This is an optimization exercise on Yosys and OpenROAD, whose aim is small area, a short achievable clock period and few clock cycles, not a production implementation.
In this exercise RTL edits were held to simulation tests only and were not proved equivalent to the original.
Power figures rest on the tool's default switching activity, not on a simulated workload.

==> design/flow/config.mk <==
export PLATFORM = sky130hd
export DESIGN_NAME = gc_anim
export DESIGN_NICKNAME = gc_anim
export VERILOG_FILES = /design/flow/design.v
export SDC_FILE = /design/flow/constraint.sdc
export NUM_CORES = 4
export LEC_CHECK = 0
export CAP_MARGIN = 20
export CORE_MARGIN = 2
export CORE_UTILIZATION = 40
export PLACE_DENSITY = 0.6
export SLEW_MARGIN = 20
==> design/flow/run.sh <==
#!/bin/bash
# synth_recipe.tcl (not shown) runs the flow's synth.tcl, then flattens the netlist and writes it again
# the make line also repeats each setting of config.mk as NAME=value (left out here)
make -C /OpenROAD-flow-scripts/flow DESIGN_CONFIG=/design/flow/config.mk WORK_HOME=/design/flow/orfs CLKGATE_MAP_FILE= SYNTH_SCRIPT=/design/flow/synth_recipe.tcl finish
==> design/flow/design.v <==
module gc_anim (
    input  wire        clk,
    input  wire        rst,          
    input  wire        bus_req,
    input  wire        bus_we,
    input  wire [7:0]  bus_addr,
    input  wire [31:0] bus_wdata,
    output reg         bus_ack,
    output reg         bus_err,
    output reg  [31:0] bus_rdata,
    output reg         rnd_req,
    output wire [7:0]  rnd_lo,
    output wire [7:0]  rnd_hi,
    input  wire        rnd_ack,
    input  wire [7:0]  rnd_data,
    output reg         px_valid,
    output reg         px_latch,
    output wire [23:0] px_color,
    input  wire        px_ready
);
    localparam [2:0] K_SOLID = 3'd0, K_PULSE = 3'd1, K_CYLON = 3'd2,
                     K_ALT   = 3'd3, K_FLICK = 3'd4, K_LAVA  = 3'd5;
    localparam [2:0] E_OK = 3'd0, E_UNSUP = 3'd1, E_ILLEGAL = 3'd2,
                     E_BADKIND = 3'd3, E_BADCOLOR = 3'd4;
    localparam [1:0] F_SOLID = 2'd0, F_CYLON = 2'd1, F_ALT = 2'd2, F_LAVA = 2'd3;
    localparam [2:0] X_COLL = 3'd0, X_COLR = 3'd1, X_LBG = 3'd2, X_BCOL = 3'd3, X_RES = 3'd4;
    localparam [2:0] P_HOLD = 3'd0, P_COLL = 3'd3, P_COLR = 3'd4, P_CYL = 3'd5, P_ALT = 3'd6;
    function [20:0] c21(input [23:0] c);
        c21 = {c[22:16], c[14:8], c[6:0]};
    endfunction
    function [6:0] mix_ch(input [6:0] x, input [6:0] y, input [6:0] n);
        reg [13:0] t;
        reg [14:0] u;
        integer i;
        begin
            t = 14'd0;
            for (i = 0; i < 7; i = i + 1)
                t = t + ({7'd0, (n[i] ? y : x)} << i);
            u = {1'b0, t} + {8'd0, t[13:7]} + 15'd1;
            mix_ch = u[13:7];
        end
    endfunction
    function [6:0] morph_ch(input [6:0] x, input [6:0] y);
        morph_ch = (x < y) ? x + 7'd1 : (x > y) ? x - 7'd1 : x;
    endfunction
    function [20:0] morph21(input [20:0] b, input [20:0] t);
        morph21 = {morph_ch(b[20:14], t[20:14]), morph_ch(b[13:7], t[13:7]),
                   morph_ch(b[6:0], t[6:0])};
    endfunction
    function [6:0] edge_ch(input [6:0] c);
        edge_ch = {2'b00, c[6:2]} + ((c == 7'd127) ? 7'd1 : 7'd0);
    endfunction
    function valid_col(input [23:0] c);
        valid_col = (c[23] == 1'b0 && c[15] == 1'b0 && c[7] == 1'b0) ||
                    c == 24'h808080 || c == 24'h818181;
    endfunction
    function covered(input [3:0] i, input [3:0] bp, input [3:0] r);
        reg [3:0] d;
        begin
            d = i - bp;
            covered = ({1'b0, d} <= {1'b0, r}) || ((5'd16 - {1'b0, d}) <= {1'b0, r});
        end
    endfunction
    reg [2:0]  cfg_kind;
    reg [23:0] cfg_a, cfg_b;
    reg [31:0] cfg_speed;
    reg [2:0]  act_kind;
    reg [23:0] act_a, act_b;
    reg [31:0] act_speed;
    reg [31:0] now_r, next_due, last_delay;
    reg [23:0] opa, opb, res;
    reg [2:0]  st_err;
    reg        st_ran, st_init;
    reg [20:0] col_l, col_r;
    reg [6:0]  pc;
    reg        pup;
    reg        cdir;
    reg [3:0]  cpos;
    reg        aphase;           
    reg [31:0] fw;
    reg        fst;
    reg        fv0, fv2;         
    reg [335:0] ring;            
    reg [2:0]  b_act;
    reg [4:0]  b_cd0, b_cd1, b_cd2;
    reg [3:0]  b_pos0, b_pos1, b_pos2;
    reg [3:0]  b_r0, b_r1, b_r2;
    reg [20:0] b_col1, b_col2;       
    localparam [4:0]
        S_IDLE = 5'd0,  S_FIN  = 5'd1,  S_X    = 5'd2,  S_XB   = 5'd3,
        S_WF   = 5'd4,  S_MX   = 5'd5,  S_MXA  = 5'd6,  S_EXA  = 5'd7,
        S_SOL  = 5'd8,  S_PF   = 5'd9,  S_PM   = 5'd10, S_CF   = 5'd11,
        S_CW   = 5'd12, S_AF   = 5'd13, S_FF   = 5'd14, S_FD   = 5'd15,
        S_F3   = 5'd16, S_F6   = 5'd17, S_LI0  = 5'd18, S_LI   = 5'd19,
        S_LB   = 5'd20, S_LH   = 5'd21, S_SP   = 5'd22, S_DS   = 5'd23,
        S_CMD  = 5'd24, S_T2   = 5'd25;
    reg [4:0]  st;
    reg [4:0]  xret, xret2;
    reg [2:0]  xdst;
    reg        xprim;
    reg [1:0]  xcnt;
    reg        tick_init;
    reg [1:0]  lk;               
    reg [2:0]  lhit;             
    reg [1:0]  scnt;             
    reg        lo_r;             
    reg [6:0]  hi_r;             
    reg [20:0] pxc;
    reg [3:0]  idx;              
    reg [1:0]  fmode;
    reg        m_g, m_b;         
    reg        mpulse;
    reg [6:0]  drem;
    reg [3:0]  dcnt;
    reg        dbusy;
    assign rnd_lo   = {7'd0, lo_r};
    assign rnd_hi   = {1'b0, hi_r};
    assign px_color = {1'b0, pxc[20:14], 1'b0, pxc[13:7], 1'b0, pxc[6:0]};
    wire [3:0]  nidx = (st == S_IDLE || f_start) ? 4'd0 : idx + 4'd1;
    wire [20:0] cyl_edge = {edge_ch(col_l[20:14]), edge_ch(col_l[13:7]), edge_ch(col_l[6:0])};
    wire [20:0] cyl_pix = (nidx == cpos) ? col_l :
                          ((cpos != 4'd15 && nidx == cpos + 4'd1) ||
                           (nidx != 4'd15 && nidx + 4'd1 == cpos)) ? cyl_edge : col_r;
    wire [20:0] alt_pix = ((nidx[0] == 1'b0) != aphase) ? col_l : col_r;
    reg  [20:0] lp;
    reg         lv_fresh;        
    wire        lv_go   = st == S_LH && lh_cur == 3'b000 && lv_fresh;
    reg         lav_on;          
    reg  [3:0]  lph;             
    reg  [4:0]  le;              
    wire        lv_start = lv_go;
    wire        rot     = lv_start || lav_on;
    wire [3:0]  lv_i1   = rot ? lph + 4'd1 : lph;
    wire [20:0] lv_in   = tick_init ? 21'd0 : rot ? ring[41:21] : ring[20:0];
    wire [20:0] lv0 = morph21(lv_in, col_r);
    wire [20:0] lv1 = (b_act[0] && covered(lv_i1, b_pos0, b_r0)) ? morph21(lv0, col_l) : lv0;
    wire [20:0] lv2 = (b_act[1] && covered(lph, b_pos1, b_r1)) ? morph21(lp, b_col1) : lp;
    wire [20:0] lava_px = (b_act[2] && covered(lph, b_pos2, b_r2)) ? morph21(lv2, b_col2) : lv2;
    wire        lv_load = rot && lph == le[3:0] && !le[4] && (!px_valid || px_ready);
    wire        mx_p = mpulse;
    wire        mdim = cq_op[2];
    wire [20:0] mx_x = mx_p ? col_l : mdim ? 21'd0 : c21(opa);
    wire [20:0] mx_y = mx_p ? col_r : mdim ? c21(opa) : c21(opb);
    wire [6:0]  mx_n = mx_p ? pc : cq_n;
    wire        m_r   = !m_g && !m_b;
    wire [6:0]  mx_xc = ({7{m_r}} & mx_x[20:14]) | ({7{m_g}} & mx_x[13:7]) | ({7{m_b}} & mx_x[6:0]);
    wire [6:0]  mx_yc = ({7{m_r}} & mx_y[20:14]) | ({7{m_g}} & mx_y[13:7]) | ({7{m_b}} & mx_y[6:0]);
    wire [6:0]  mx_q  = mix_ch(mx_xc, mx_yc, mx_n);
    wire [7:0] dv_r1 = {drem, last_delay[31]};
    wire       dv_q1 = dv_r1 >= 8'd127;
    wire [6:0] dv_s1 = dv_q1 ? dv_r1 - 8'd127 : dv_r1[6:0];
    wire [7:0] dv_r2 = {dv_s1, last_delay[30]};
    wire       dv_q2 = dv_r2 >= 8'd127;
    wire [6:0] dv_s2 = dv_q2 ? dv_r2 - 8'd127 : dv_r2[6:0];
    wire [4:0]  ra      = bus_addr[6:2];
    wire        addr_bad = (bus_addr[1:0] != 2'b00) || (bus_addr > 8'h44);
    wire        ra_wr   = (ra == 5'h00) || (ra == 5'h02) || (ra == 5'h03) || (ra == 5'h04) ||
                          (ra == 5'h05) || (ra == 5'h0A) || (ra == 5'h0D) || (ra == 5'h0E);
    reg [31:0] rd_val;
    always @(*) begin
        case (ra)
            5'h01: rd_val = {26'd0, st_init, st_ran, 1'b0, st_err};
            5'h02: rd_val = {29'd0, cfg_kind};
            5'h03: rd_val = {8'd0, cfg_a};
            5'h04: rd_val = {8'd0, cfg_b};
            5'h05: rd_val = cfg_speed;
            5'h06: rd_val = {29'd0, act_kind};
            5'h07: rd_val = {8'd0, act_a};
            5'h08: rd_val = {8'd0, act_b};
            5'h09: rd_val = act_speed;
            5'h0A: rd_val = now_r;
            5'h0B: rd_val = next_due;
            5'h0C: rd_val = last_delay;
            5'h0D: rd_val = {8'd0, opa};
            5'h0E: rd_val = {8'd0, opb};
            5'h0F: rd_val = {8'd0, res};
            5'h10: rd_val = 32'd16;
            5'h11: rd_val = 32'd3;
            default: rd_val = 32'd0;
        endcase
    end
    reg         rst_q;
    always @(posedge clk) rst_q <= rst;
    wire        req_new = bus_req && !bus_ack && st == S_IDLE && !rst_q;
    wire        wr      = req_new && bus_we && !addr_bad;
    wire        is_cmdw, is_tick;
    gc_anim_dec u_dec (.req(req_new), .we(bus_we), .addr(bus_addr), .wdata(bus_wdata),
                       .is_cmdw(is_cmdw), .is_tick(is_tick));
    reg  [3:0]  cq_op;
    reg  [6:0]  cq_n;
    reg         cq_z;            
    always @(posedge clk)
        if (st == S_IDLE) begin
            cq_op <= bus_wdata[3:0];
            cq_n  <= bus_wdata[10:4];
            cq_z  <= bus_wdata[31:11] == 21'd0;
        end
    wire        c_ill   = cq_op[3] || !cq_z ||
                          (cq_n != 7'd0 && cq_op[2:0] != 3'd3 && cq_op[2:0] != 3'd4);
    wire        c_ok    = st == S_CMD && !c_ill;
    wire        kind_bad = cfg_kind > K_LAVA;
    wire        col_bad  = !valid_col(cfg_a) || !valid_col(cfg_b);
    wire        setpat_ok = c_ok && cq_op[2:0] == 3'd1 && !kind_bad && !col_bad;
    wire        tk_init = (next_due == 32'd0);
    wire        tk_run  = tk_init || !(now_r < next_due);
    wire        a_sent = act_a[23];
    wire        b_sent = act_b[23];
    wire        a_prim = act_a[16];
    wire        b_prim = act_b[16];
    wire [20:0] a21 = c21(act_a);
    wire [20:0] b21 = c21(act_b);
    wire        opa_sent = (opa == 24'h808080) || (opa == 24'h818181);
    reg         lfact;           
    wire        em_more  = px_valid && px_ready && !px_latch && idx != 4'd15;
    wire        p15_done = px_latch || !px_valid || (idx == 4'd15 && px_ready);
    wire        frm_done = (!px_valid && !lfact) || (px_valid && px_latch && px_ready);
    wire        p15r     = px_latch || !px_valid;
    wire        div_ok   = !(dbusy && dcnt != 4'd15);
    wire [31:0] cyl_base = {5'd0, act_speed[31:5]};
    wire        cyl_bounce = cdir ? (cpos == 4'd0) : (cpos == 4'd15);
    wire        fl_lo = (fw == 32'd0) && fv0;
    wire        fl_hi = !fl_lo && (fw == act_speed) && fv2;
    wire [31:0] fl_w  = fw + {{31{fv0}}, fv0 | fv2};
    wire [31:0] fl_n  = fl_lo ? 32'd0 : fl_hi ? act_speed : fl_w;
    wire [2:0]  lb_hit = {b_cd2 == 5'd1, b_cd1 == 5'd1, b_cd0 == 5'd1};
    wire [2:0]  lh_cur = t2 ? lb_hit : lhit;
    wire [1:0]  lh_k   = lh_cur[0] ? 2'd0 : lh_cur[1] ? 2'd1 : 2'd2;
    wire        lh_act = b_act[lh_k];
    wire [6:0]  x_ch   = xprim ? {7{rnd_data[0]}} : rnd_data[6:0];
    wire        x_sh   = st == S_X && rnd_ack;
    reg [4:0]  tk_st;
    reg        tk_fast, tk_bk, tk_rq;
    always @(*) begin
        tk_st = S_T2; tk_fast = 1'b0; tk_bk = 1'b0; tk_rq = 1'b0;
        if (!tk_run)
            tk_st = S_IDLE;
        else if (!tk_init) case (act_kind)
            K_SOLID: if (!a_sent) begin
                tk_st = S_WF; tk_fast = 1'b1; tk_bk = 1'b1;
            end
            K_PULSE: begin tk_st = S_PM; tk_fast = 1'b1; tk_bk = 1'b1; end
            K_CYLON: begin tk_st = S_CW; tk_fast = 1'b1; tk_bk = 1'b1; end
            K_ALT: if (!a_sent && !b_sent) begin
                tk_st = S_WF; tk_fast = 1'b1; tk_bk = 1'b1;
            end
            K_FLICK: begin tk_st = S_FD; tk_rq = 1'b1; tk_bk = 1'b1; end    
            default: begin tk_st = S_LH; tk_bk = 1'b1; end                  
        endcase
    end
    reg [4:0]  st_n;
    reg        ack_n;
    reg        rq_set, rq_keep, rq_lo, rq_go1;
    reg [6:0]  rq_hi;
    reg        x_go, x_pre;
    reg [2:0]  x_dst;
    reg        x_prim;
    reg [4:0]  x_ret, x_ret2;
    reg        f_start, f_go1;    
    reg [2:0]  f_sel;
    reg [1:0]  f_mode;
    reg        coll_ld, colr_ld, lbg_ld, bcol_ld;
    reg        pul_init, pul_step, cyl_init, cyl_step, alt_go;
    reg        flk_init, flk_upd, flk_flip;
    reg        lav_init, lav_pass, lk_zero, lk_inc, lk_set, spawn, desp, scnt_zero;
    reg        dl_speed, dl_base, dl_ten, dl_three, d_start;
    reg        fin, mix_cmd, mixr_p, mixr_r;
    reg        bk;
    reg        t2;               
    always @(*) begin
        st_n = st;      ack_n = 1'b0;
        rq_set = 1'b0;  rq_keep = 1'b0; rq_lo = 1'b0; rq_hi = 7'd0; rq_go1 = 1'b0;
        x_go = 1'b0;    x_pre = 1'b0;   x_dst = X_COLL; x_prim = 1'b0; x_ret = S_IDLE; x_ret2 = S_IDLE;
        f_start = 1'b0; f_go1 = 1'b0; f_sel = P_HOLD; f_mode = F_SOLID;
        coll_ld = 1'b0; colr_ld = 1'b0; lbg_ld = 1'b0; bcol_ld = 1'b0;
        pul_init = 1'b0; pul_step = 1'b0; cyl_init = 1'b0; cyl_step = 1'b0; alt_go = 1'b0;
        flk_init = 1'b0; flk_upd = 1'b0; flk_flip = 1'b0;
        lav_init = 1'b0; lav_pass = 1'b0; lk_zero = 1'b0; lk_inc = 1'b0; lk_set = 1'b0;
        spawn = 1'b0; desp = 1'b0; scnt_zero = 1'b0;
        dl_speed = 1'b0; dl_base = 1'b0; dl_ten = 1'b0; dl_three = 1'b0; d_start = 1'b0;
        fin = 1'b0; mix_cmd = 1'b0; mixr_p = 1'b0; mixr_r = 1'b0;
        bk = 1'b0;
        case (st)
        S_IDLE: begin
            st_n   = is_tick ? tk_st : is_cmdw ? S_CMD : S_IDLE;
            ack_n  = req_new && (is_tick ? !tk_run : !is_cmdw);
            f_go1  = is_tick && tk_fast;
            bk     = is_tick && tk_bk;
            rq_go1 = is_tick && tk_rq;
        end
        S_CMD: if (c_ill) begin
            ack_n = 1'b1; st_n = S_IDLE;
        end else case (cq_op[2:0])
            3'd3, 3'd4: begin
                mixr_r = 1'b1; st_n = S_MXA;
            end
            3'd6: if (opa_sent) begin
                x_go = 1'b1; x_dst = X_RES; x_prim = opa[16]; x_ret = S_EXA;
            end else begin
                ack_n = 1'b1; st_n = S_IDLE;
            end
            default: begin           
                ack_n = 1'b1; st_n = S_IDLE;
            end
        endcase
        S_T2: case (act_kind)
            K_SOLID: begin
                dl_speed = 1'b1;
                coll_ld  = 1'b1;
                st_n = S_WF;
                if (a_sent) begin
                    x_go = 1'b1; x_dst = X_COLL; x_prim = a_prim; x_ret = S_SOL;
                end else
                    st_n = S_SOL;
            end
            K_PULSE: begin
                d_start = 1'b1;
                st_n = S_PM;
                if (tick_init) begin
                    pul_init = 1'b1;
                    coll_ld = 1'b1; colr_ld = 1'b1;
                    if (a_sent) begin
                        x_go = 1'b1; x_dst = X_COLL; x_prim = a_prim; x_ret = S_XB; x_ret2 = S_PF;
                    end else if (b_sent) begin
                        x_go = 1'b1; x_dst = X_COLR; x_prim = b_prim; x_ret = S_PF;
                    end else
                        st_n = S_PF;
                end else begin
                    pul_step = 1'b1;
                    if (pup && pc == 7'd126) begin
                        coll_ld = 1'b1;
                        if (a_sent) begin
                            x_go = 1'b1; x_dst = X_COLL; x_prim = a_prim; x_ret = S_PM;
                        end
                    end else if (!pup && pc == 7'd1) begin
                        colr_ld = 1'b1;
                        if (b_sent) begin
                            x_go = 1'b1; x_dst = X_COLR; x_prim = b_prim; x_ret = S_PM;
                        end
                    end
                end
            end
            K_CYLON: begin
                dl_base = 1'b1;
                st_n = S_CW;
                if (tick_init) begin
                    cyl_init = 1'b1;
                    coll_ld = 1'b1; colr_ld = 1'b1;
                    if (a_sent) begin
                        x_go = 1'b1; x_dst = X_COLL; x_prim = a_prim; x_ret = S_XB; x_ret2 = S_CF;
                    end else if (b_sent) begin
                        x_go = 1'b1; x_dst = X_COLR; x_prim = b_prim; x_ret = S_CF;
                    end else
                        st_n = S_CF;
                end
            end
            K_ALT: begin
                dl_speed = 1'b1;
                alt_go   = 1'b1;
                coll_ld = 1'b1; colr_ld = 1'b1;
                if (a_sent) begin
                    x_go = 1'b1; x_dst = X_COLL; x_prim = a_prim; x_ret = S_XB; x_ret2 = S_AF;
                end else if (b_sent) begin
                    x_go = 1'b1; x_dst = X_COLR; x_prim = b_prim; x_ret = S_AF;
                end else
                    st_n = S_AF;
            end
            K_FLICK: begin
                dl_ten = 1'b1;
                if (tick_init) begin
                    flk_init = 1'b1;
                    coll_ld = 1'b1; colr_ld = 1'b1;
                    st_n = S_WF;
                    if (a_sent) begin
                        x_go = 1'b1; x_dst = X_COLL; x_prim = a_prim; x_ret = S_XB; x_ret2 = S_FF;
                    end else if (b_sent) begin
                        x_go = 1'b1; x_dst = X_COLR; x_prim = b_prim; x_ret = S_FF;
                    end else
                        st_n = S_FF;
                end else begin
                    rq_set = 1'b1; rq_lo = 1'b0; rq_hi = 7'd2; st_n = S_FD;
                end
            end
            default: begin   
                dl_ten = 1'b1;
                if (tick_init) begin
                    lav_init = 1'b1;
                    lbg_ld   = 1'b1;
                    if (b_sent) begin
                        x_go = 1'b1; x_dst = X_LBG; x_prim = b_prim; x_ret = S_LI0;
                    end else begin
                        lk_zero = 1'b1;
                        rq_set = 1'b1; rq_lo = 1'b1; rq_hi = 7'd12; st_n = S_LI;
                    end
                end else begin
                    lav_pass = 1'b1; st_n = S_LH;
                end
            end
        endcase
        S_X: if (rnd_ack) begin
            if (xcnt == 2'd2) st_n = xret;
            else rq_keep = 1'b1;
        end
        S_XB: if (b_sent) begin
            x_go = 1'b1; x_dst = X_COLR; x_prim = b_prim; x_ret = xret2;
        end else
            st_n = xret2;
        S_SOL: begin f_start = 1'b1; f_sel = P_COLL; f_mode = F_SOLID; st_n = S_WF; end
        S_PF:  begin f_start = 1'b1; f_sel = P_COLL; f_mode = F_SOLID; st_n = S_PM; end
        S_CF:  begin f_start = 1'b1; f_sel = P_CYL;  f_mode = F_CYLON; st_n = S_CW; end
        S_AF:  begin f_start = 1'b1; f_sel = P_ALT;  f_mode = F_ALT;   st_n = S_WF; end
        S_FF:  begin f_start = 1'b1; f_sel = P_COLR; f_mode = F_SOLID; st_n = S_WF; end
        S_PM: if (p15r) begin
            mixr_p = 1'b1;
            if (frm_done && div_ok) begin
                ack_n = 1'b1; st_n = S_FIN;
            end else
                st_n = S_WF;
        end
        S_CW: if (p15r) begin
            cyl_step = 1'b1;
            if (!cyl_bounce && frm_done) begin
                ack_n = 1'b1; st_n = S_FIN;
            end else
                st_n = S_WF;
            if (cyl_bounce) begin
                dl_three = 1'b1;
                coll_ld = 1'b1; colr_ld = 1'b1;
                if (a_sent) begin
                    x_go = 1'b1; x_dst = X_COLL; x_prim = a_prim;
                    x_ret = b_sent ? S_XB : S_WF; x_ret2 = S_WF;
                end else if (b_sent) begin
                    x_go = 1'b1; x_dst = X_COLR; x_prim = b_prim; x_ret = S_WF;
                end
            end
        end
        S_FD: if (rnd_ack) st_n = S_F3;
        S_F3: begin
            flk_upd = 1'b1;
            st_n = S_F6;
            if (fl_lo) coll_ld = 1'b1;
            if (fl_hi) colr_ld = 1'b1;
            if (fl_lo && a_sent) begin
                x_go = 1'b1; x_dst = X_COLL; x_prim = a_prim; x_ret = S_F6;
            end else if (fl_hi && b_sent) begin
                x_go = 1'b1; x_dst = X_COLR; x_prim = b_prim; x_ret = S_F6;
            end
        end
        S_F6: if ((fw > {1'b0, act_speed[31:1]}) != fst) begin
            flk_flip = 1'b1;
            f_start = 1'b1; f_sel = fst ? P_COLR : P_COLL; f_mode = F_SOLID; st_n = S_WF;
        end else begin
            ack_n = 1'b1; st_n = S_FIN;
        end
        S_LI0: begin
            lk_zero = 1'b1;
            rq_set = 1'b1; rq_lo = 1'b1; rq_hi = 7'd12; st_n = S_LI;
        end
        S_LI: if (rnd_ack) begin
            lk_inc = 1'b1;
            if (lk == 2'd2) st_n = S_LB;
            else rq_keep = 1'b1;
        end
        S_LB: begin lav_pass = 1'b1; st_n = S_LH; end
        S_LH: if (lh_cur == 3'b000) begin
            if (lv_fresh) begin
                f_start = 1'b1; f_mode = F_LAVA; st_n = S_WF;
            end
        end else begin
            lk_set = 1'b1;
            if (!lh_act) begin
                spawn = 1'b1; scnt_zero = 1'b1;
                rq_set = 1'b1; rq_lo = 1'b0; rq_hi = 7'd15; st_n = S_SP;
            end else begin
                desp = 1'b1;
                rq_set = 1'b1; rq_lo = 1'b1; rq_hi = 7'd12; st_n = S_DS;
            end
        end
        S_DS: if (rnd_ack) st_n = S_LH;
        S_SP: begin
            if (scnt == 2'd2) begin
                x_pre = 1'b1; x_dst = X_BCOL; x_prim = a_prim; x_ret = S_LH;
            end
            if (rnd_ack) case (scnt)
                2'd0: begin rq_set = 1'b1; rq_lo = 1'b0; rq_hi = 7'd15; end
                2'd1: begin rq_set = 1'b1; rq_lo = 1'b1; rq_hi = 7'd24; end
                default: begin
                    bcol_ld = 1'b1;
                    st_n = S_LH;
                    if (a_sent) x_go = 1'b1;
                end
            endcase
        end
        S_MXA: begin ack_n = 1'b1; st_n = S_IDLE; end    
        S_EXA: begin ack_n = 1'b1; st_n = S_IDLE; end
        S_WF: if (frm_done && div_ok) begin
            ack_n = 1'b1; st_n = S_FIN;
        end
        S_FIN: begin fin = 1'b1; st_n = S_IDLE; end
        default: st_n = S_IDLE;
        endcase
        if (t2) case (act_kind)
            K_SOLID, K_ALT: dl_speed = 1'b1;
            K_PULSE: begin
                d_start  = 1'b1;
                pul_step = 1'b1;
                if (pup && pc == 7'd126) begin
                    coll_ld = 1'b1;
                    if (a_sent) begin
                        x_go = 1'b1; x_dst = X_COLL; x_prim = a_prim; x_ret = S_PM;
                    end
                end else if (!pup && pc == 7'd1) begin
                    colr_ld = 1'b1;
                    if (b_sent) begin
                        x_go = 1'b1; x_dst = X_COLR; x_prim = b_prim; x_ret = S_PM;
                    end
                end
            end
            K_CYLON: dl_base = 1'b1;
            K_LAVA: begin dl_ten = 1'b1; lav_pass = 1'b1; end
            default: dl_ten = 1'b1;
        endcase
        if (x_go) begin
            st_n = S_X;
            rq_set = 1'b1; rq_lo = 1'b0; rq_hi = x_prim ? 7'd1 : 7'd127;
        end
    end
    wire tick_go = is_tick && tk_run;
    always @(posedge clk) begin
        if (rst) begin
            st      <= S_IDLE;
            bus_ack <= 1'b0;
            rnd_req <= 1'b0;
        end else begin
            st      <= st_n;
            bus_ack <= ack_n;
            rnd_req <= rq_set || rq_keep || rq_go1 || (rnd_req && !rnd_ack);
        end
    end
    always @(posedge clk) begin
        bus_err   <= addr_bad || (bus_we && !ra_wr);
        bus_rdata <= rd_val;
        if (rq_set) begin
            lo_r <= rq_lo;
            hi_r <= rq_hi;
        end else if (st == S_IDLE) begin
            lo_r <= 1'b0;        
            hi_r <= 7'd2;
        end
        if (x_go || x_pre) begin
            xdst  <= x_dst;
            xprim <= x_prim;
            xret  <= x_ret;
            xret2 <= x_ret2;
        end
        xcnt <= (x_go || x_pre) ? 2'd0 : x_sh ? xcnt + 2'd1 : xcnt;
        if (st == S_IDLE) tick_init <= tk_init;
        t2 <= !rst && bk;
    end
    always @(posedge clk) begin
        if (rst_q) begin
            cfg_kind  <= 3'd0;
            cfg_a     <= 24'd0;
            cfg_b     <= 24'd0;
            cfg_speed <= 32'd0;
            now_r     <= 32'd0;
            opa       <= 24'd0;
            opb       <= 24'd0;
        end else if (wr) begin
            if (ra == 5'h02) cfg_kind  <= bus_wdata[2:0];
            if (ra == 5'h03) cfg_a     <= bus_wdata[23:0];
            if (ra == 5'h04) cfg_b     <= bus_wdata[23:0];
            if (ra == 5'h05) cfg_speed <= bus_wdata;
            if (ra == 5'h0A) now_r     <= bus_wdata;
            if (ra == 5'h0D) opa       <= bus_wdata[23:0];
            if (ra == 5'h0E) opb       <= bus_wdata[23:0];
        end
    end
    always @(posedge clk) begin
        if (rst_q) begin
            act_kind  <= 3'd0;
            act_a     <= 24'd0;
            act_b     <= 24'd0;
            act_speed <= 32'd0;
        end else if (setpat_ok) begin
            act_kind  <= cfg_kind;
            act_a     <= cfg_a;
            act_b     <= cfg_b;
            act_speed <= cfg_speed;
        end
    end
    always @(posedge clk) begin
        if (rst_q)
            next_due <= 32'd0;
        else if (setpat_ok)
            next_due <= 32'd0;
        else if (st == S_T2 && tick_init)
            next_due <= now_r;
        else if (fin)
            next_due <= next_due + last_delay;
    end
    always @(posedge clk) begin
        if (rst_q) begin
            st_err  <= 3'd0;
            st_ran  <= 1'b0;
            st_init <= 1'b0;
        end else if (is_tick) begin
            st_err  <= E_OK;
            st_ran  <= tk_run;
            st_init <= tk_run && tk_init;
        end else if (st == S_CMD) begin
            if (c_ill)
                st_err <= E_ILLEGAL;
            else if (cq_op[2:0] == 3'd7)
                st_err <= E_UNSUP;
            else if (cq_op[2:0] == 3'd1 && kind_bad)
                st_err <= E_BADKIND;
            else if (cq_op[2:0] == 3'd1 && col_bad)
                st_err <= E_BADCOLOR;
            else
                st_err <= E_OK;
        end
    end
    always @(posedge clk) begin
        if (rst_q)
            res <= 24'd0;
        else if (x_sh && xdst == X_RES)
            res <= {res[15:0], 1'b0, x_ch};
        else if (c_ok && cq_op[2:0] == 3'd5)
            res <= {1'b0, morph_ch(opa[22:16], opb[22:16]),
                    1'b0, morph_ch(opa[14:8],  opb[14:8]),
                    1'b0, morph_ch(opa[6:0],   opb[6:0])};
        else if (c_ok && cq_op[2:0] == 3'd6)
            res <= opa;      
        else if (mixr_r)
            res <= {1'b0, mx_q, 1'b0, res[14:8], 1'b0, res[6:0]};
        else if (m_g && !mpulse)
            res[14:8] <= mx_q;
        else if (m_b && !mpulse)
            res[6:0] <= mx_q;
    end
    always @(posedge clk) begin
        if (rst_q)
            last_delay <= 32'd0;
        else if (dl_speed || d_start)
            last_delay <= act_speed;
        else if (dl_base)
            last_delay <= cyl_base;
        else if (dl_ten)
            last_delay <= 32'd10;
        else if (dl_three)
            last_delay <= {act_speed[31:5], 1'b0} + cyl_base;
        else if (dbusy)
            last_delay <= {last_delay[29:0], dv_q1, dv_q2};
    end
    always @(posedge clk) begin
        if (rst)
            dbusy <= 1'b0;
        else if (d_start)
            dbusy <= 1'b1;
        else if (dbusy && dcnt == 4'd15)
            dbusy <= 1'b0;
        if (d_start) begin
            drem <= 7'd0;
            dcnt <= 4'd0;
        end else if (dbusy) begin
            drem <= dv_s2;
            dcnt <= dcnt + 4'd1;
        end
    end
    always @(posedge clk) begin
        if (rst) begin
            m_g <= 1'b0;
            m_b <= 1'b0;
        end else begin
            m_g <= mixr_p || mixr_r;
            m_b <= m_g;
        end
        if (d_start)
            mpulse <= 1'b1;
        else if (is_cmdw)
            mpulse <= 1'b0;      
    end
    reg [1:0]  idle_mode;
    reg [2:0]  p_sel;
    reg [20:0] p_src;
    always @(*) begin
        idle_mode = F_SOLID;
        p_sel     = P_HOLD;
        if (st == S_IDLE)
            case (act_kind)
            K_SOLID: p_sel = P_COLL;
            K_CYLON: begin p_sel = P_CYL; idle_mode = F_CYLON; end
            K_ALT:   begin p_sel = P_ALT; idle_mode = F_ALT;   end
            default: ;
            endcase
        else if (f_start)
            p_sel = f_sel;
        else case (fmode)
            F_CYLON: p_sel = P_CYL;
            F_ALT:   p_sel = P_ALT;
            default: p_sel = P_HOLD;
        endcase
        case (p_sel)
            P_COLL:  p_src = col_l;
            P_COLR:  p_src = col_r;
            P_CYL:   p_src = cyl_pix;
            P_ALT:   p_src = alt_pix;
            default: p_src = pxc;
        endcase
    end
    wire sent  = px_valid && px_ready;
    wire f_any = (f_start && f_mode != F_LAVA) || f_go1;    
    wire em_adv = em_more && fmode != F_LAVA;
    wire lv_latch = fmode == F_LAVA && lfact && le[4] && !px_latch && (sent || !px_valid);
    always @(posedge clk) begin
        if (rst)
            px_valid <= 1'b0;
        else
            px_valid <= f_any || lv_load || lv_latch ||
                        (px_valid && (!px_ready || (!px_latch && fmode != F_LAVA)));
    end
    always @(posedge clk) begin
        if (rst) begin
            idx      <= 4'd0;
            px_latch <= 1'b0;
            lfact    <= 1'b0;
            lav_on   <= 1'b0;
            lph      <= 4'd0;
            le       <= 5'd0;
        end else begin
            if (sent && px_latch) begin
                px_latch <= 1'b0;
                idx      <= 4'd0;
                le       <= 5'd0;
                lfact    <= 1'b0;
            end else begin
                if (lv_start)
                    lfact <= 1'b1;
                if (lv_load)
                    le <= le + 5'd1;
                if (lv_latch || (sent && idx == 4'd15 && fmode != F_LAVA))
                    px_latch <= 1'b1;
                if (em_adv)
                    idx <= nidx;
            end
            if (rot) begin
                lph    <= lph + 4'd1;
                lav_on <= !(lph == 4'd15 && (le[4] || (lv_load && le[3:0] == 4'd15)));
            end
        end
        if (st == S_IDLE)
            fmode <= idle_mode;
        else if (f_start)
            fmode <= f_mode;
        if (mixr_p)
            pxc[20:14] <= mx_q;
        else if (m_g && mpulse)
            pxc[13:7] <= mx_q;
        else if (m_b && mpulse)
            pxc[6:0] <= mx_q;
        else if (lv_load)
            pxc <= lava_px;
        else if (st == S_IDLE || f_start || em_adv)
            pxc <= p_src;
    end
    always @(posedge clk)
        if (rot) ring <= {lv_load ? lava_px : ring[20:0], ring[335:21]};
    wire lv_wr = lav_init || lbg_ld || spawn || desp || sp_wr || bcol_ld ||
                 coll_a || colr_b || x_sh ||
                 (st == S_IDLE && tick_init != tk_init);
    always @(posedge clk) begin
        lp       <= lv1;
        lv_fresh <= !lv_wr;
    end
    wire pre_on  = st == S_IDLE || st == S_FIN;
    wire pre_l   = pre_on && (act_kind == K_SOLID || act_kind == K_ALT);
    wire pre_r   = pre_on && act_kind == K_ALT;
    wire coll_a  = coll_ld || pre_l || (bcol_ld && lk == 2'd0);
    wire coll_sh = x_sh && (xdst == X_COLL || (xdst == X_BCOL && lk == 2'd0));
    wire colr_b  = colr_ld || pre_r || lbg_ld;
    wire colr_sh = x_sh && (xdst == X_COLR || xdst == X_LBG);
    always @(posedge clk) begin
        if (coll_a)
            col_l <= a21;
        else if (coll_sh)
            col_l <= {col_l[13:0], x_ch};
        if (colr_b)
            col_r <= b21;
        else if (colr_sh)
            col_r <= {col_r[13:0], x_ch};
    end
    always @(posedge clk) begin
        if (pul_init) begin
            pc  <= 7'd1;
            pup <= 1'b1;
        end else if (pul_step) begin
            if (pup) begin
                pc <= pc + 7'd1;
                if (pc == 7'd126) pup <= 1'b0;
            end else begin
                pc <= pc - 7'd1;
                if (pc == 7'd1) pup <= 1'b1;
            end
        end
    end
    always @(posedge clk) begin
        if (cyl_init) begin
            cdir <= 1'b0;
            cpos <= 4'd0;
        end else if (cyl_step) begin
            if (cyl_bounce) begin
                cdir <= !cdir;
                cpos <= cdir ? cpos + 4'd1 : cpos - 4'd1;
            end else
                cpos <= cdir ? cpos - 4'd1 : cpos + 4'd1;
        end
    end
    always @(posedge clk)
        if (alt_go && tick_init) aphase <= 1'b0;
        else if (fin && act_kind == K_ALT) aphase <= !aphase;
    always @(posedge clk) begin
        if (flk_init)
            fw <= {1'b0, act_speed[31:1]};
        else if (flk_upd)
            fw <= fl_n;
        if (flk_init)
            fst <= 1'b0;
        else if (flk_flip)
            fst <= !fst;
        if (st == S_FD && rnd_ack) begin
            fv0 <= (rnd_data == 8'd0);
            fv2 <= (rnd_data == 8'd2);
        end
    end
    wire cd_wr = rnd_ack && (st == S_LI || st == S_DS || (st == S_SP && scnt == 2'd2));
    wire sp_wr = rnd_ack && st == S_SP;
    always @(posedge clk) begin
        if (lav_init)
            b_act <= 3'b000;
        else if (spawn)
            b_act[lh_k] <= 1'b1;
        else if (desp)
            b_act[lh_k] <= 1'b0;
        if (lav_pass || lk_set)
            lhit <= (lav_pass ? lb_hit : lhit) & ~(lk_set ? (3'b001 << lh_k) : 3'b000);
        if (lk_zero)
            lk <= 2'd0;
        else if (lk_inc)
            lk <= lk + 2'd1;
        else if (lk_set)
            lk <= lh_k;
        if (scnt_zero)
            scnt <= 2'd0;
        else if (sp_wr)
            scnt <= scnt + 2'd1;
        if (lav_pass)                   b_cd0 <= b_cd0 - 5'd1;
        else if (cd_wr && lk == 2'd0)   b_cd0 <= rnd_data[4:0];
        if (lav_pass)                   b_cd1 <= b_cd1 - 5'd1;
        else if (cd_wr && lk == 2'd1)   b_cd1 <= rnd_data[4:0];
        if (lav_pass)                   b_cd2 <= b_cd2 - 5'd1;
        else if (cd_wr && lk == 2'd2)   b_cd2 <= rnd_data[4:0];
        if (sp_wr && scnt == 2'd0 && lk == 2'd0) b_pos0 <= rnd_data[3:0];
        if (sp_wr && scnt == 2'd0 && lk == 2'd1) b_pos1 <= rnd_data[3:0];
        if (sp_wr && scnt == 2'd0 && lk == 2'd2) b_pos2 <= rnd_data[3:0];
        if (sp_wr && scnt == 2'd1 && lk == 2'd0) b_r0 <= rnd_data[3:0];
        if (sp_wr && scnt == 2'd1 && lk == 2'd1) b_r1 <= rnd_data[3:0];
        if (sp_wr && scnt == 2'd1 && lk == 2'd2) b_r2 <= rnd_data[3:0];
        if (bcol_ld && lk == 2'd1)                          b_col1 <= a21;
        else if (x_sh && xdst == X_BCOL && lk == 2'd1)      b_col1 <= {b_col1[13:0], x_ch};
        if (bcol_ld && lk == 2'd2)                          b_col2 <= a21;
        else if (x_sh && xdst == X_BCOL && lk == 2'd2)      b_col2 <= {b_col2[13:0], x_ch};
    end
endmodule
module gc_anim_dec (
    input  wire        req,
    input  wire        we,
    input  wire [7:0]  addr,
    input  wire [31:0] wdata,
    output wire        is_cmdw,
    output wire        is_tick
);
    assign is_cmdw = req && we && addr == 8'h00;
    assign is_tick = is_cmdw && wdata == 32'd2;
endmodule
==> design/flow/constraint.sdc <==
create_clock -name core_clock -period 40.0 [get_ports {clk}]
set_input_delay 8.0000 -clock core_clock [delete_from_list [all_inputs] [get_ports {clk}]]
set_output_delay 8.0000 -clock core_clock [all_outputs]
set_load 0.01 [all_outputs]
==> key figures, run 1 <==
Status
  – Outcome: complete, no violations

Global route
  – First-pass GRT wire length: 320000 um
  – Initial antenna violation count: 9
  – Largest net degree at the start of global routing: 207
  – GRT overflow: 0
  – Vias in the first global route: 48272
  – Total global routing track utilization: 27.9%

Pwr
  – Comb pwr share: 4.6%
  – Clock share of power: 47.5%
  – Register share of total power: 48.0%
  – Switch Pwr: 0.000539 W
  – Total power per unit cell area: 34.3 nW/um^2
  – Switching Share: 23.5%
  – Static Leak: 25.7 nW
  – Maximum VDD drop: 0.0356 mV
  – Pint: 0.00176 W

Logic synthesis
  – Post-synth EDFFs: 551
  – Largest family of logic cells by synthesized area: compound AO/OA/AOI/OAI gates
  – #FFs+latches synth: 1011
  – Post-synthesis cell count: 6403
  – Adder-Cell Fraction of Synth Area: 9.42%
  – Mux contribution to synthesized area: 4.30%
  – Xor/xnor share of the synthesized area: 3.85%
  – Synthesized cell area: 59700 um^2
  – Seq/Total Area, Yosys: 43.2%
  – Synth Area in Compound Gates: 18.3%
  – Post-synth top cells: nand2_1, edfxtp_1, a21oi_1
  – Synthesized-area fraction occupied by and/or/nand/nor cells: 16.4%
  – YS warnings: 1
  – Fraction of registers with async set/reset: 0%
  – Top-area cell type share of the netlist area: 27.7%
  – Area contributors post-synth: edfxtp_1, dfxtp_1, ha_1, nand2_1, a21oi_1
  – Area leader, netlist: edfxtp_1
  – Synthesized area per cell: 9.32 um^2
  – Top FF cell, synth: edfxtp_1
  – Count of cell types in the netlist: 104
  – Top-count cell post-synth: nand2_1

Critical path
  – Critical path fanouts, max: 8
  – Crit. End Element: flop
  – Setup crit start kind: input port
  – Crit Path Category: input port to flop
  – Critical Path AT: 11960 ps
  – Req. time, crit path: 40660 ps

Clocking
  – CTS resizes: 0
  – Worst skew pair latency: 780 ps
  – CTS tree: done
  – Clock slew seen by the registers of the worst setup and hold paths: 70 ps
  – H-tree level count: 3
  – # hold bufs at CTS: 0
  – Total CTS buffers: 115
  – CTS sink cnt: 1011
  – CTS Root Cell: clkbuf_16
  – Clock Path Buffers: 3
  – Postcts setup bufs: 0

STA
  – Unrepaired setup endpoints after global routing: no
  – Max transition margin: 19.6%
  – FMAX: 0.0885 GHz
  – Worst slew pin tran: 1170 ps
  – Setup-failing EPs final: 0
  – Final Hold Vio Count: 0
  – Final period util: 28.3%
  – Layout Skew: 39.6 ps
  – Final min period: 11310 ps
  – Slew Limit Fails: 0
  – Setup TNS: 0 ps

Floorplanning
  – Row cnt: 141
  – Die Footprint: 152000 um^2
  – Initial Util: 40.4%
  – Io pins: 131
  – Die Width: 390 um
  – Total core area: 148000 um^2
  – Die Height: 390 um

Hold path
  – Min-Delay Path Class: flop to flop

Final layout
  – Synthesis-to-finish area growth: 12.3%
  – Share of cells above drive strength 1: 7.37%
  – Fin cells: 8457
  – Final #Nets: 6910
  – Post-layout util: 45.3%

Place
  – Placed cell count: 8240
  – Placed wire-length estimate: 159000 um
  – Placer Congestion: 0.988
  – Port bufs: 119

Routing
  – Drt drc: 0
  – 1st-iter DRT viols: 6383
  – Vias: 52011
  – First-pass DRT Iterations: 7
  – Routed WL: 218000 um
  – ANT nets after route: 0
  – DR vias/cell: 6.15
  – Routed len/inst: 25.8 um

Job
  – Max-cap violations: 0
worst max-delay path, cell delays in order:
cell and delay, ps:
clkdlybuf4s50_1 450, nor3_1 910, nand4_1 200, nor4_1 810, and4_1 380, nand2_1 210
nor4_1 560, o21ai_0 180, a211oi_1 260
state kept, by name (all words and copies together) (netlist names), 24 cells and up, named ones only:
register / flops
fw: 32
next_due: 32
act_a: 24
res: 24
act_speed: 32
opa: 24
act_b: 24
opb: 24
now_r: 32
cfg_b: 24
last_delay: 32
bus_rdata: 32
ring: 336
cfg_speed: 32
cfg_a: 24
metrics by stage:
stage          worst slack (ps)  power [W]  cell area, um^2  hold WS, ps
2_1_floorplan             29980    0.00118            59700          400
3_3_place_gp              28270    0.00123            63100          401
3_5_place_dp              28170    0.00123            63100          405
4_1_cts                   28960    0.00231            67000          414
5_1_grt                   28480    0.00236            67000          415
6_report                  28690    0.00230            67000          410
power by group through the flow:
stage | clock network [W] | logic (W) | registers (W)
6_report | 0.00109 | 0.000105 | 0.00110
5_1_grt | 0.00115 | 0.000112 | 0.00110
4_1_cts | 0.00111 | 0.000103 | 0.00110
3_5_place_dp | 0 | 0.000102 | 0.00112
3_3_place_gp | 0 | 0.000101 | 0.00112
2_1_floorplan | 0 | 0.0000571 | 0.00112
final timing paths:
check	cells past startpoint	start	slack, ps	end
worst max-delay path	9	bus_wdata[28]	28690	st[2]
worst min-delay path	0	ring[252]	410	ring[231]
worst max register to register	28	m_g	30490	pxc[18]
worst min register to register	0	ring[252]	410	ring[231]
cells in the final DEF (no fill, tap or decap), drive strengths merged, types with 118 or more instances in the layout:
cell type,synthesis,layout
nor2,481,481
a221oi,118,118
buf,64,134
nand2,801,801
nand3,148,148
o21ai,289,289
inv,338,345
a21oi,538,538
clkdlybuf4s50,0,119
ha,395,395
mux2i,184,184
clkbuf,292,168
nor3,144,144
xnor2,156,156
dfxtp,460,460
edfxtp,551,551
cell families after synthesis:
logic type                 after synthesis
adders and majority gates              430
AOI/OAI and AO/OA                     1661
xor gates and xnor gates               258
muxes                                  246
and+or+nand+nor                       2101
other                                    1
buffers and inverters                  695
DFF                                   1011
final cells by class:
class	count	area (um^2)
Antenna cell	1	2.50
Clock buffer	167	3400
Clock inverter	48	477
Fill cell	14173	80900
Inverter	339	1290
Multi-Input combinational cell	4707	31400
Sequential cell	1011	25800
Tap cell	1930	2410
Timing Repair Buffer	254	2210
layer usage:
metal,up-vias,part of all wire (%),global-route usage (%)
met5,-,0.039,0
li1,23563,-,-
met1,25149,42,38.3
met2,2671,42,41.0
met3,612,9.8,5.99
met4,16,6.0,14.6
Testbench counts, summed over its fixed seeds: cycles 88,390.
==> run 2: changes to the inputs <==
--- a/design/flow/design.v
+++ b/design/flow/design.v
@@ -137,7 +137,7 @@
     wire [20:0] lv2 = (b_act[1] && covered(lph, b_pos1, b_r1)) ? morph21(lp, b_col1) : lp;
     wire [20:0] lava_px = (b_act[2] && covered(lph, b_pos2, b_r2)) ? morph21(lv2, b_col2) : lv2;
     wire        lv_load = rot && lph == le[3:0] && !le[4] && (!px_valid || px_ready);
-    wire        mx_p = mpulse;
+    wire        mx_p = mpulse && st != S_CMD;
     wire        mdim = cq_op[2];
     wire [20:0] mx_x = mx_p ? col_l : mdim ? 21'd0 : c21(opa);
     wire [20:0] mx_y = mx_p ? col_r : mdim ? c21(opa) : c21(opb);
@@ -179,9 +179,7 @@
             default: rd_val = 32'd0;
         endcase
     end
-    reg         rst_q;
-    always @(posedge clk) rst_q <= rst;
-    wire        req_new = bus_req && !bus_ack && st == S_IDLE && !rst_q;
+    wire        req_new = bus_req && !bus_ack && st == S_IDLE;
     wire        wr      = req_new && bus_we && !addr_bad;
     wire        is_cmdw, is_tick;
     gc_anim_dec u_dec (.req(req_new), .we(bus_we), .addr(bus_addr), .wdata(bus_wdata),
@@ -557,7 +555,7 @@
         t2 <= !rst && bk;
     end
     always @(posedge clk) begin
-        if (rst_q) begin
+        if (rst) begin
             cfg_kind  <= 3'd0;
             cfg_a     <= 24'd0;
             cfg_b     <= 24'd0;
@@ -576,7 +574,7 @@
         end
     end
     always @(posedge clk) begin
-        if (rst_q) begin
+        if (rst) begin
             act_kind  <= 3'd0;
             act_a     <= 24'd0;
             act_b     <= 24'd0;
@@ -589,7 +587,7 @@
         end
     end
     always @(posedge clk) begin
-        if (rst_q)
+        if (rst)
             next_due <= 32'd0;
         else if (setpat_ok)
             next_due <= 32'd0;
@@ -599,7 +597,7 @@
             next_due <= next_due + last_delay;
     end
     always @(posedge clk) begin
-        if (rst_q) begin
+        if (rst) begin
             st_err  <= 3'd0;
             st_ran  <= 1'b0;
             st_init <= 1'b0;
@@ -621,7 +619,7 @@
         end
     end
     always @(posedge clk) begin
-        if (rst_q)
+        if (rst)
             res <= 24'd0;
         else if (x_sh && xdst == X_RES)
             res <= {res[15:0], 1'b0, x_ch};
@@ -639,7 +637,7 @@
             res[6:0] <= mx_q;
     end
     always @(posedge clk) begin
-        if (rst_q)
+        if (rst)
             last_delay <= 32'd0;
         else if (dl_speed || d_start)
             last_delay <= act_speed;
@@ -677,8 +675,8 @@
         end
         if (d_start)
             mpulse <= 1'b1;
-        else if (is_cmdw)
-            mpulse <= 1'b0;      
+        else if (st == S_CMD)
+            mpulse <= 1'b0;
     end
     reg [1:0]  idle_mode;
     reg [2:0]  p_sel;
==> design/flow/flow/run.sh (new file) <==
#!/bin/bash
# Layout flow: the standard ORFS flow (standard.sh: the standard
# synthesis, floorplan, power grid, placement, CTS, routing and finish),
# with one change: the timing repair steps that the standard flow runs after
# floorplan, CTS and global routing are asked to keep SETUP_SLACK_MARGIN ns
# of setup slack at the design's unchanged 40 ns clock and constraints, so
# that they also speed up paths that already meet the 40 ns clock.
# The make/ORFS output goes to flow_standard.log; each ORFS step keeps its
# own log under orfs/logs.
set -euo pipefail
MARGIN=30.5
export SETUP_SLACK_MARGIN=$MARGIN
bash standard.sh SETUP_SLACK_MARGIN=$MARGIN finish > flow_standard.log 2>&1
==> design/flow/standard.sh (new file) <==
#!/bin/bash
# synth_recipe.tcl (not shown) runs the flow's synth.tcl, then flattens the netlist and writes it again
# the make line also repeats each setting of config.mk as NAME=value (left out here)
make -C /OpenROAD-flow-scripts/flow DESIGN_CONFIG=/design/flow/config.mk WORK_HOME=/design/flow/orfs CLKGATE_MAP_FILE= SYNTH_SCRIPT=/design/flow/synth_recipe.tcl "${@:-finish}"
removed: design/flow/run.sh
==> run 2 against run 1 <==
First-iteration DRC count decreased by 0.55%. Critical path depth decreased by 8. Still clean. Non-clock buffer count increased by 44. Routed wire length increased by 3.1%. Synthesized cell count increased by 1.1%. Largest cell class unchanged. Count of clock-buffer cells in the layout decreased by 29. Utilization increased by 0.74 points. Highest routed layer unchanged. Critical path type is now flop to primary output.
==> key figures, run 2 <==
STA
  – Layout Skew: 81.6 ps
  – Unrepaired setup endpoints after global routing: yes
  – Setup TNS: 0 ps
  – Worst slew pin tran: 1220 ps
  – Max transition margin: 18.2%
  – Final period util: 23.7%
  – Slew Limit Fails: 0
  – Setup-failing EPs final: 0
  – Final Hold Vio Count: 0
  – Final min period: 9480 ps
  – FMAX: 0.105 GHz

Pwr
  – Maximum VDD drop: 0.0450 mV
  – Switching Share: 24.3%
  – Comb pwr share: 6.4%
  – Static Leak: 25.7 nW
  – Register share of total power: 46.0%
  – Pint: 0.00180 W
  – Total power per unit cell area: 35.0 nW/um^2
  – Switch Pwr: 0.000578 W
  – Clock share of power: 47.6%

Place
  – Placed wire-length estimate: 165000 um
  – Port bufs: 119
  – Placed cell count: 8289
  – Placer Congestion: 0.981
  – DP Area: 63000 um^2

Floorplanning
  – Initial Util: 40.3%
  – Io pins: 131
  – Die Width: 390 um
  – Row cnt: 141
  – Die Height: 390 um
  – Die Footprint: 152000 um^2
  – Total core area: 148000 um^2

Logic synthesis
  – #FFs+latches synth: 1010
  – Top FF cell, synth: edfxtp_1
  – Seq/Total Area, Yosys: 43.2%
  – YS warnings: 1
  – Count of cell types in the netlist: 115
  – Synthesized area per cell: 9.20 um^2
  – Synthesized cell area: 59500 um^2
  – Area leader, netlist: edfxtp_1
  – Fraction of registers with async set/reset: 0%
  – Top-count cell post-synth: nand2_1
  – Post-synth EDFFs: 551
  – Post-synthesis cell count: 6473
  – Post-synth top cells: nand2_1, a21oi_1, edfxtp_1
  – Top-area cell type share of the netlist area: 27.8%
  – Area contributors post-synth: edfxtp_1, dfxtp_1, ha_1, nand2_1, a21oi_1

Routing
  – DR vias/cell: 6.13
  – 1st-iter DRT viols: 6348
  – ANT nets after route: 0
  – Routed WL: 225000 um
  – Routed len/inst: 26.3 um
  – Vias: 52454
  – First-pass DRT Iterations: 6
  – Drt drc: 0

Critical path
  – Setup crit start kind: flop
  – Crit Path Category: flop to primary output
  – Req. time, crit path: 32000 ps
  – Critical Path AT: 1480 ps
  – Slowest-stage cell, CP: dfxtp_1
  – Internal reg-to-reg setup slack: 30910 ps
  – Crit-path max cell delay: 420 ps
  – CP delay by family, top: flip-flops
  – CP cell instances: dlygate4sd2_1
  – Crit. End Element: primary output
  – Buf/Inv on CP: 1
  – Critical path fanouts, max: 1

Final layout
  – Post-layout util: 46.0%
  – Commonest non-fill, non-tap cells in the layout: nand2_1, a21oi_1, edfxtp_1
  – Multi-input logic area: 31800 um^2
  – Final #Nets: 7008
  – Most common cell after layout, fill and taps aside: nand2_1
  – Fill count: 14202
  – Fin cells: 8559
  – FF+latch area: 25800 um^2
  – Share of cells above drive strength 1: 9.62%
  – Finished Cell Area: 68100 um^2
  – Synthesis-to-finish area growth: 14.3%
  – Reg with most FFs: ring
  – Max reg flops: 336

Global route
  – Total global routing track utilization: 28.7%
  – First-pass GRT wire length: 327000 um
  – Largest net degree at the start of global routing: 198
  – GRT overflow: 0
  – Initial antenna violation count: 13
  – Vias in the first global route: 48534

Clocking
  – CTS tree: done
  – Worst skew pair latency: 790 ps
  – H-tree level count: 3
  – Clock Path Buffers: 3
  – Total CTS buffers: 114
  – Clock slew seen by the registers of the worst setup and hold paths: 70 ps
  – CTS sink cnt: 1010
  – CTS Root Cell: clkbuf_16

Hold path
  – Min-Delay Path Class: flop to flop

Status
  – Outcome: complete, no violations

Job
  – Max-cap violations: 0
run 2: changes by cell type after synthesis, sizes merged, moves of 12 or more:
cell    delta
a21oi     +88
nor2     -110
o221ai    -12
a21o      +28
clkbuf    +25
o21ai     +16
mux2i    -109
nor4      -15
nand2    +146
o22ai     -18
a31oi     +18
run 2: kinds of logic (layout without fill, tap and decap cells):
family	Yosys count	after routing	share of synthesized area, %
flops	1010	1010	43.2
compound gates	1787	1787	19.6
xor+xnor	268	268	3.97
mux	132	132	2.39
fa+ha+maj	429	429	9.43
simple gates	2133	2134	16.7
buf+inv	713	852	4.67
other cells	1	17	0.00630
run 2: worst paths after layout:
kind	startpoint	end	cells past startpoint
setup / recovery	bus_rdata[10]	bus_rdata[10]	1
hold / removal	ring[289]	ring[268]	0
setup reg to reg	st[4]	res[10]	28
hold reg to reg	ring[289]	ring[268]	0
run 2: area by class of cell:
| cell class | instances | area share, % |
|---|---|---|
| flip-flops and latches | 1010 | 37.9 |
| multi-input cells | 4761 | 46.8 |
| repair buffers | 298 | 3.95 |
| diodes | 6 | 0.0221 |
| well taps | 1930 | 3.55 |
| clock buffers | 138 | 4.52 |
| inverters | 341 | 1.89 |
| clock inverters | 75 | 1.45 |
run 2: per-layer routing:
layer  vias up  GRT usage (%)  share of wire [%]
li1      23796              -                  -
met1     25401           39.0                 42
met2      2639           43.5                 44
met3       612           5.13                8.6
met4         6           15.2                6.0
met5         -              0              0.019
run 2: repair_timing:
item | in CTS | in global routing
setup endpoints to repair | 462 | 217
pin swaps | 16 | 21
buffers inserted | 10 | 39
gates resized for setup | 236 | 76
hold buffers | 0 | 0
cloned | 1 | 1
run 2: metrics by stage:
step	hold WS [ps]	total power [W]	setup slack, ps
2_1_floorplan	400	0.00120	30330
3_3_place_gp	400	0.00126	28550
3_5_place_dp	405	0.00126	28560
4_1_cts	377	0.00239	30440
5_1_grt	389	0.00245	30490
6_report	377	0.00238	30520
run 2: power by group through the flow:
stage	Sequential, W	Combinational [W]	Clock (W)
2_1_floorplan	0.00112	0.0000816	0
3_3_place_gp	0.00112	0.000140	0
3_5_place_dp	0.00112	0.000141	0
4_1_cts	0.00110	0.000143	0.00115
5_1_grt	0.00110	0.000162	0.00119
6_report	0.00110	0.000152	0.00113
Testbench counts of run 2, summed over its fixed seeds: cycles 88,382.
==> run 3: changes to the inputs <==
--- a/design/flow/design.v
+++ b/design/flow/design.v
@@ -131,13 +131,14 @@
     wire        lv_start = lv_go;
     wire        rot     = lv_start || lav_on;
     wire [3:0]  lv_i1   = rot ? lph + 4'd1 : lph;
-    wire [20:0] lv_in   = tick_init ? 21'd0 : rot ? ring[41:21] : ring[20:0];
-    wire [20:0] lv0 = morph21(lv_in, col_r);
+    wire        mo_cmd  = st == S_CMD && cq_op[2:0] == 3'd5;
+    wire [20:0] lv_in   = mo_cmd ? c21(opa) : tick_init ? 21'd0 : rot ? ring[41:21] : ring[20:0];
+    wire [20:0] lv0 = morph21(lv_in, mo_cmd ? c21(opb) : col_r);
     wire [20:0] lv1 = (b_act[0] && covered(lv_i1, b_pos0, b_r0)) ? morph21(lv0, col_l) : lv0;
     wire [20:0] lv2 = (b_act[1] && covered(lph, b_pos1, b_r1)) ? morph21(lp, b_col1) : lp;
     wire [20:0] lava_px = (b_act[2] && covered(lph, b_pos2, b_r2)) ? morph21(lv2, b_col2) : lv2;
     wire        lv_load = rot && lph == le[3:0] && !le[4] && (!px_valid || px_ready);
-    wire        mx_p = mpulse && st != S_CMD;
+    wire        mx_p = mpulse;
     wire        mdim = cq_op[2];
     wire [20:0] mx_x = mx_p ? col_l : mdim ? 21'd0 : c21(opa);
     wire [20:0] mx_y = mx_p ? col_r : mdim ? c21(opa) : c21(opb);
@@ -179,7 +180,9 @@
             default: rd_val = 32'd0;
         endcase
     end
-    wire        req_new = bus_req && !bus_ack && st == S_IDLE;
+    reg         rst_q;
+    always @(posedge clk) rst_q <= rst;
+    wire        req_new = bus_req && !bus_ack && st == S_IDLE && !rst_q;
     wire        wr      = req_new && bus_we && !addr_bad;
     wire        is_cmdw, is_tick;
     gc_anim_dec u_dec (.req(req_new), .we(bus_we), .addr(bus_addr), .wdata(bus_wdata),
@@ -218,7 +221,13 @@
     wire        cyl_bounce = cdir ? (cpos == 4'd0) : (cpos == 4'd15);
     wire        fl_lo = (fw == 32'd0) && fv0;
     wire        fl_hi = !fl_lo && (fw == act_speed) && fv2;
-    wire [31:0] fl_w  = fw + {{31{fv0}}, fv0 | fv2};
+    wire        ad_f3 = st == S_F3;
+    wire        ad_f6 = st == S_F6;
+    wire [31:0] ad_a  = ad_f3 ? fw : ad_f6 ? {1'b0, act_speed[31:1]} : next_due;
+    wire [31:0] ad_b  = ad_f3 ? {{31{fv0}}, fv0 | fv2} : ad_f6 ? ~fw : last_delay;
+    wire [32:0] ad_s  = {1'b0, ad_a} + {1'b0, ad_b} + {32'd0, ad_f6};
+    wire [31:0] fl_w  = ad_s[31:0];
+    wire        fl_gt = !ad_s[32];
     wire [31:0] fl_n  = fl_lo ? 32'd0 : fl_hi ? act_speed : fl_w;
     wire [2:0]  lb_hit = {b_cd2 == 5'd1, b_cd1 == 5'd1, b_cd0 == 5'd1};
     wire [2:0]  lh_cur = t2 ? lb_hit : lhit;
@@ -443,7 +452,7 @@
                 x_go = 1'b1; x_dst = X_COLR; x_prim = b_prim; x_ret = S_F6;
             end
         end
-        S_F6: if ((fw > {1'b0, act_speed[31:1]}) != fst) begin
+        S_F6: if (fl_gt != fst) begin
             flk_flip = 1'b1;
             f_start = 1'b1; f_sel = fst ? P_COLR : P_COLL; f_mode = F_SOLID; st_n = S_WF;
         end else begin
@@ -555,7 +564,7 @@
         t2 <= !rst && bk;
     end
     always @(posedge clk) begin
-        if (rst) begin
+        if (rst_q) begin
             cfg_kind  <= 3'd0;
             cfg_a     <= 24'd0;
             cfg_b     <= 24'd0;
@@ -574,7 +583,7 @@
         end
     end
     always @(posedge clk) begin
-        if (rst) begin
+        if (rst_q) begin
             act_kind  <= 3'd0;
             act_a     <= 24'd0;
             act_b     <= 24'd0;
@@ -587,17 +596,17 @@
         end
     end
     always @(posedge clk) begin
-        if (rst)
+        if (rst_q)
             next_due <= 32'd0;
         else if (setpat_ok)
             next_due <= 32'd0;
         else if (st == S_T2 && tick_init)
             next_due <= now_r;
         else if (fin)
-            next_due <= next_due + last_delay;
+            next_due <= ad_s[31:0];
     end
     always @(posedge clk) begin
-        if (rst) begin
+        if (rst_q) begin
             st_err  <= 3'd0;
             st_ran  <= 1'b0;
             st_init <= 1'b0;
@@ -619,14 +628,12 @@
         end
     end
     always @(posedge clk) begin
-        if (rst)
+        if (rst_q)
             res <= 24'd0;
         else if (x_sh && xdst == X_RES)
             res <= {res[15:0], 1'b0, x_ch};
         else if (c_ok && cq_op[2:0] == 3'd5)
-            res <= {1'b0, morph_ch(opa[22:16], opb[22:16]),
-                    1'b0, morph_ch(opa[14:8],  opb[14:8]),
-                    1'b0, morph_ch(opa[6:0],   opb[6:0])};
+            res <= {1'b0, lv0[20:14], 1'b0, lv0[13:7], 1'b0, lv0[6:0]};
         else if (c_ok && cq_op[2:0] == 3'd6)
             res <= opa;      
         else if (mixr_r)
@@ -637,7 +644,7 @@
             res[6:0] <= mx_q;
     end
     always @(posedge clk) begin
-        if (rst)
+        if (rst_q)
             last_delay <= 32'd0;
         else if (dl_speed || d_start)
             last_delay <= act_speed;
@@ -675,8 +682,8 @@
         end
         if (d_start)
             mpulse <= 1'b1;
-        else if (st == S_CMD)
-            mpulse <= 1'b0;
+        else if (is_cmdw)
+            mpulse <= 1'b0;      
     end
     reg [1:0]  idle_mode;
     reg [2:0]  p_sel;
@@ -763,7 +770,7 @@
     end
     always @(posedge clk)
         if (rot) ring <= {lv_load ? lava_px : ring[20:0], ring[335:21]};
-    wire lv_wr = lav_init || lbg_ld || spawn || desp || sp_wr || bcol_ld ||
+    wire lv_wr = lav_init || lbg_ld || spawn || desp || sp_wr || bcol_ld || mo_cmd ||
                  coll_a || colr_b || x_sh ||
                  (st == S_IDLE && tick_init != tk_init);
     always @(posedge clk) begin
==> run 3 against run 2 <==
Still clean on timing, DRC and antenna. Power is 5.9% lower. Worst hold slack better by 9.9 ps. Die area is 2.1% lower. Critical path depth is 6 higher. Design area is 2.1% lower. Routed wire length is 0.34% lower. Largest power group unchanged. Count of clock-buffer cells in the layout is 7 higher. Area after synthesis is 2.1% lower. Highest routed layer unchanged. Clock power hardly changed. Via count is 1.5% lower. Critical path type is now input port to flop. Fmax is 0.48% lower.
==> key figures, run 3 <==
Status
  – Outcome: complete, no violations

Global route
  – Total global routing track utilization: 29.3%
  – Initial antenna violation count: 17
  – First-pass GRT wire length: 324000 um
  – Vias in the first global route: 48306
  – Largest net degree at the start of global routing: 113
  – GRT overflow: 0

Critical path
  – Internal reg-to-reg setup slack: 30870 ps
  – R2R Path Start: cq_op[2]
  – R2R cell count: 30
  – Crit Path Category: input port to flop
  – Req. time, crit path: 40460 ps
  – Critical path fanouts, max: 6
  – Critical Path AT: 9990 ps
  – Critical R2R Capture: pxc[6]
  – Setup crit start kind: input port
  – Crit. End Element: flop

STA
  – Setup-failing EPs final: 0
  – Slew Limit Fails: 0
  – Layout Skew: 53.0 ps
  – Final period util: 23.8%
  – Worst slew pin tran: 1140 ps
  – Setup TNS: 0 ps
  – Max transition margin: 23.3%
  – FMAX: 0.105 GHz
  – Final min period: 9530 ps
  – Unrepaired setup endpoints after global routing: yes
  – Final Hold Vio Count: 0

Logic synthesis
  – Post-synth EDFFs: 551
  – Post-synthesis cell count: 6281
  – Top FF cell, synth: edfxtp_1
  – Area leader, netlist: edfxtp_1
  – Area contributors post-synth: edfxtp_1, dfxtp_1, ha_1, nand2_1, a21oi_1
  – Top-count cell post-synth: nand2_1
  – Count of cell types in the netlist: 114
  – Synthesized cell area: 58300 um^2
  – Post-synth top cells: nand2_1, a21oi_1, edfxtp_1
  – Top-area cell type share of the netlist area: 28.4%
  – Fraction of registers with async set/reset: 0%
  – Synthesized area per cell: 9.28 um^2
  – YS warnings: 1
  – #FFs+latches synth: 1011
  – Seq/Total Area, Yosys: 44.2%

Routing
  – Drt drc: 0
  – DR vias/cell: 6.18
  – Vias: 51677
  – ANT nets after route: 0
  – Routed WL: 224000 um
  – Routed len/inst: 26.8 um
  – 1st-iter DRT viols: 6620
  – First-pass DRT Iterations: 8

Final layout
  – Most common cell after layout, fill and taps aside: nand2_1
  – Commonest non-fill, non-tap cells in the layout: nand2_1, a21oi_1, edfxtp_1
  – Synthesis-to-finish area growth: 14.3%
  – Max reg flops: 336
  – Final #Nets: 6730
  – Reg with most FFs: ring
  – Share of cells above drive strength 1: 10.4%

Clocking
  – CTS Root Cell: clkbuf_16
  – CTS tree: done
  – H-tree level count: 3
  – # hold bufs at CTS: 0
  – Clock Path Buffers: 3
  – CTS sink cnt: 1011
  – Clock slew seen by the registers of the worst setup and hold paths: 60 ps
  – Total CTS buffers: 112
  – Worst skew pair latency: 770 ps

Floorplanning
  – Row cnt: 140
  – Total core area: 145000 um^2
  – Die Width: 386 um
  – Die Height: 386 um
  – Die Footprint: 149000 um^2
  – Io pins: 131
  – Initial Util: 40.1%

Pwr
  – Maximum VDD drop: 0.0320 mV
  – Static Leak: 25.4 nW
  – Total power per unit cell area: 33.6 nW/um^2
  – Total power: 0.00224 W

Place
  – Placer Congestion: 0.997
  – Port bufs: 119
  – Placed wire-length estimate: 163000 um

Job
  – Max-cap violations: 0

Hold path
  – Hold path start: ring[158]
  – Worst-case hold path end point: ring[137]
  – Hold depth: 0
  – Min-Delay Path Class: flop to flop
run 3: kinds of logic (layout without fill, tap and decap cells):
logic type / Yosys count / after routing / synth area share [%]
AND/OR/NAND/NOR: 2136 / 2140 / 16.9
other: 1 / 18 / 0.00644
AO/OA/AOI/OAI: 1631 / 1632 / 18.0
flip-flops: 1011 / 1011 / 44.2
multiplexers: 278 / 278 / 4.97
buffers and inverters: 634 / 773 / 4.25
adder cells (fa/ha/maj): 340 / 340 / 7.71
XOR/XNOR: 250 / 250 / 3.91
run 3: stage by stage:
step | hold WS (ps) | std cells | utilization (%) | worst slack, ps | instance area, um^2
after floorplan | 400 | 6291 | - | 30180 | 58600
after global placement | 400 | 8090 | 42.5 | 28410 | 61700
after detailed placement | 405 | 8091 | 42.5 | 28460 | 61800
after CTS | 400 | 8332 | 45.6 | 30430 | 66200
after global routing | 403 | 8355 | 45.9 | 30380 | 66600
final | 387 | 8359 | 45.9 | 30470 | 66600
run 3: worst max path at each step:
stage                        from   endpoint  slack [ps]  cells after the start
CTS                         st[4]     pxc[5]       30430                     35
detailed placement  bus_wdata[15]    rnd_req       28460                      8
floorplan                 rnd_ack  b_col1[0]       30180                      4
finish                   px_ready    pxc[17]       30470                      7
global placement      bus_addr[3]  now_r[18]       28410                      8
global route                st[4]     pxc[5]       30380                     36
run 3: layer usage:
metal  share of wire (%)  GRT usage, %  vias up  wire length (um)
met1                  40          38.9    25094             90400
met4                 6.5          16.1        6             14500
met3                  10          6.23      688             23300
li1                    -             -    23053                 -
met2                  43          44.2     2836             96300
met5               0.017             0        -                39
run 3: report_power, final:
part	internal, W	switching (W)
combinational	0.0000142	0.0000341
sequential	0.00109	0.00000319
clock	0.000644	0.000456
total	0.00175	0.000494
run 3: area by class of cell:
| type | instances | area (um^2) |
|---|---|---|
| clock inverters | 65 | 826 |
| flip-flops and latches | 1011 | 25800 |
| diodes | 7 | 17.5 |
| repair buffers | 304 | 2710 |
| inverters | 259 | 980 |
| clock buffers | 145 | 3050 |
| fillers | 13757 | 78600 |
| multi-input cells | 4651 | 30900 |
| well taps | 1917 | 2400 |
run 3: timing repair:
item,CTS,global route
resized for setup,238,99
pin swaps,16,16
gates cloned,5,4
setup buffers,26,14
setup endpoints to repair,477,164
run 3: critical path, stage by stage:
cell	delay [ps]
clkdlybuf4s50_1	540
nor3b_2	330
nand2_2	200
a2bb2oi_4	290
o21ai_0	210
o21ai_2	220
buf_4	190
Testbench counts of run 3, summed over its fixed seeds: cycles 88,390.

port drivers added, routing unchanged:
The flow's constraints put no driver on any port. The routed layouts listed below were extracted and timed again, unchanged, in two steps. Step 1 assumes that a clkbuf_16 drives the clock port and a buf_2 every other input. Step 2 times the ports against the registers' clock, not the clock port: input delays grow and output delays shrink by t, the midpoint of the rising clock arrivals with the driver on. Three values: ideal ports, drivers, drivers and shift; two values: the first two.
run	t (ns)	setup slack, ns
run 1	0.839	28.695 / 28.752 / 27.912
run 2	0.835	30.520 / 30.436 / 29.697
run 3	0.822	30.474 / 30.429 / 29.608
After both steps every run listed still meets setup and hold.
